Background: an optimization exercise with open tools, aiming at small area, a short achievable clock period and few clock cycles per item. Do not read the settings as production practice. In this exercise RTL edits were held to simulation tests only and were not proved equivalent to the original. No activity file was given, so power comes from the tool's default toggle rates.

==> flow/design.v (excerpt) <==
module fsb_conv (
    input  wire        clk,
    input  wire        rst,
    input  wire        cmd_valid,
    output wire        cmd_ready,
    input  wire [2:0]  cmd_from,
    input  wire [2:0]  cmd_to,
    input  wire [31:0] cmd_len,
    input  wire        cmd_query,
    input  wire        cmd_pad_sign,
    input  wire        in_valid,
    output wire        in_ready,
    input  wire [7:0]  in_data,
    output wire        out_valid,
    input  wire        out_ready,
    output wire [7:0]  out_data,
    output wire        out_last,
    output wire        rsp_valid,
    input  wire        rsp_ready,
    output wire [3:0]  rsp_status,
    output wire [31:0] rsp_len
);
export LEC_CHECK = 0
export CAP_MARGIN = 20
export CORE_MARGIN = 2
export CORE_UTILIZATION = 40
export PLACE_DENSITY = 0.6
export SLEW_MARGIN = 20
create_clock -name core_clock -period 10.0 [get_ports {clk}]
standard.sh (not shown) runs the stock make flow with config.mk's settings and CLKGATE_MAP_FILE= SYNTH_SCRIPT=/design/flow/synth_recipe.tcl, a recipe that flattens the netlist after the stock synthesis.
==> flow/flow/run.sh <==
#!/bin/bash
# Standard layout with three changes:
#  - port buffers are sky130_fd_sc_hd__buf_1 (the repair may upsize them),
#  - the clock tree is built from sky130_fd_sc_hd__clkbuf_8,
#  - the timing repair works on every path with less than
#    SETUP_SLACK_MARGIN ns of slack, so it aims below the clock period.
# The clock, constraints and everything else are the standard flow's own.
set -euo pipefail
bash standard.sh SETUP_SLACK_MARGIN=6.65 \
    "BUFFER_PORTS_ARGS=-buffer_cell sky130_fd_sc_hd__buf_1" \
    CTS_BUF_LIST=sky130_fd_sc_hd__clkbuf_8 \
    finish > standard.log 2>&1
Testbench counts at the start, summed over its fixed seeds: cycles 47,157, bytes 43,714.
Change:
--- a/flow/flow/run.sh
+++ b/flow/flow/run.sh
@@ -9 +9 @@
-bash standard.sh SETUP_SLACK_MARGIN=6.65 \
+bash standard.sh SETUP_SLACK_MARGIN=6.5 \
Sequential share of layout area rose by 0.96 points.
Setup slack loses 0.11 ns.
Clock skew hardly moves.
Global-route usage fell by 1.0 points.
First-iteration DRC count fell by 15%.
Maximum frequency fell by about 3.2%.
Non-clock buffer count fell by 3.
Routed wire length fell by 4.1%.
Via count fell by about 1.6%.
Total power fell by about 3.3%.

the reference run:
Another version of the RTL of fsb_conv (not shown whole).
Size in the first run: about 100 I/O pins, ~9200 µm² of cells after synthesis.
export LEC_CHECK = 0
export CAP_MARGIN = 20
export CORE_MARGIN = 2
export CORE_UTILIZATION = 40
export PLACE_DENSITY = 0.6
export SLEW_MARGIN = 20
create_clock -name core_clock -period 10.0 [get_ports {clk}]
==> flow/flow/run.sh <==
#!/bin/bash
# Standard layout with three changes:
#  - port buffers are sky130_fd_sc_hd__buf_1 (the repair may upsize them),
#  - the clock tree is built from sky130_fd_sc_hd__clkbuf_8,
#  - the timing repair works on every path with less than
#    SETUP_SLACK_MARGIN ns of slack, so it aims below the clock period.
# The clock, constraints and everything else are the standard flow's own.
set -euo pipefail
bash standard.sh SETUP_SLACK_MARGIN=6.5 \
    "BUFFER_PORTS_ARGS=-buffer_cell sky130_fd_sc_hd__buf_1" \
    CTS_BUF_LIST=sky130_fd_sc_hd__clkbuf_8 \
    finish > standard.log 2>&1
Testbench counts of the reference run, summed over its fixed seeds: cycles 46,455, bytes 43,714.
[inputs] the trial run vs the reference run
-- flow/flow/run.sh --
<<< the reference run, line 2
# Standard layout with three changes:
>>> the trial run, line 2
# Standard layout with two changes:
<<< the reference run, line 4
#  - the clock tree is built from sky130_fd_sc_hd__clkbuf_8,
>>> the trial run, line 4
<<< the reference run, line 11
    CTS_BUF_LIST=sky130_fd_sc_hd__clkbuf_8 \
>>> the trial run, line 10
[summary]
- Summary of the comparison: footprint of the multi-input gates is higher in the trial run, relative to the reference run.
- The trial run | status: complete | timing, DRC, antenna: pass
- Side by side, power density over cell area turned out higher in the trial run than in the reference run.
- The trial run vs. the reference run: final routed wirelength across all metal layers went up by 150 µm.
- Comparing the reference run against the trial run, there is no change at all in number of buffers added for setup after CTS.
- The trial run has met2 wire length above what the reference run had.
- Summary of the trial run over the reference run: hold slack decreased by 0.0075 ns relative to the old numbers, number of vias after detailed routing flat.

==> afterwards: timing with drivers on the ports <==
How much do the figures lean on ideal ports? The routed layouts below were timed once more, with nothing changed but the port constraints.
Step 1 sets driving cells, clkbuf_16 on the clock port and buf_2 on the other inputs (assumed; they add their load-dependent delay and slew).
Step 2, shift: input delay + t, output delay - t, t = (earliest + latest rising clock arrival at the registers) / 2. This alone moves slack from input paths to output paths.
a / b / c = ideal / step 1 / step 2; a / b = the first two.
| run | t, ns | setup slack, ns | clock arrival spread, ns | slew at the worst register clock pin (ns) | worst data-port slew with drivers (ns) |
|---|---|---|---|---|---|
| the first run of note 1 | 0.508 | 6.716 / 6.716 / 6.237 | 0.020 / 0.020 | 0.11 / 0.11 | 0.05 |
| the second run of note 1 | 0.495 | 6.606 / 6.606 / 6.178 | 0.016 / 0.016 | 0.10 / 0.10 | 0.05 |
| the reference run | 0.497 | 6.537 / 6.537 / 6.120 | 0.018 / 0.018 | 0.10 / 0.10 | 0.06 |
| the trial run | 0.472 | 6.543 / 6.543 / 6.142 | 0.013 / 0.013 | 0.07 / 0.07 | 0.06 |
After both steps every run listed still meets setup and hold. For the first run of note 1, which loses most, drivers alone change the setup slack by 0.000 ns; drivers and shift together by -0.479 ns.
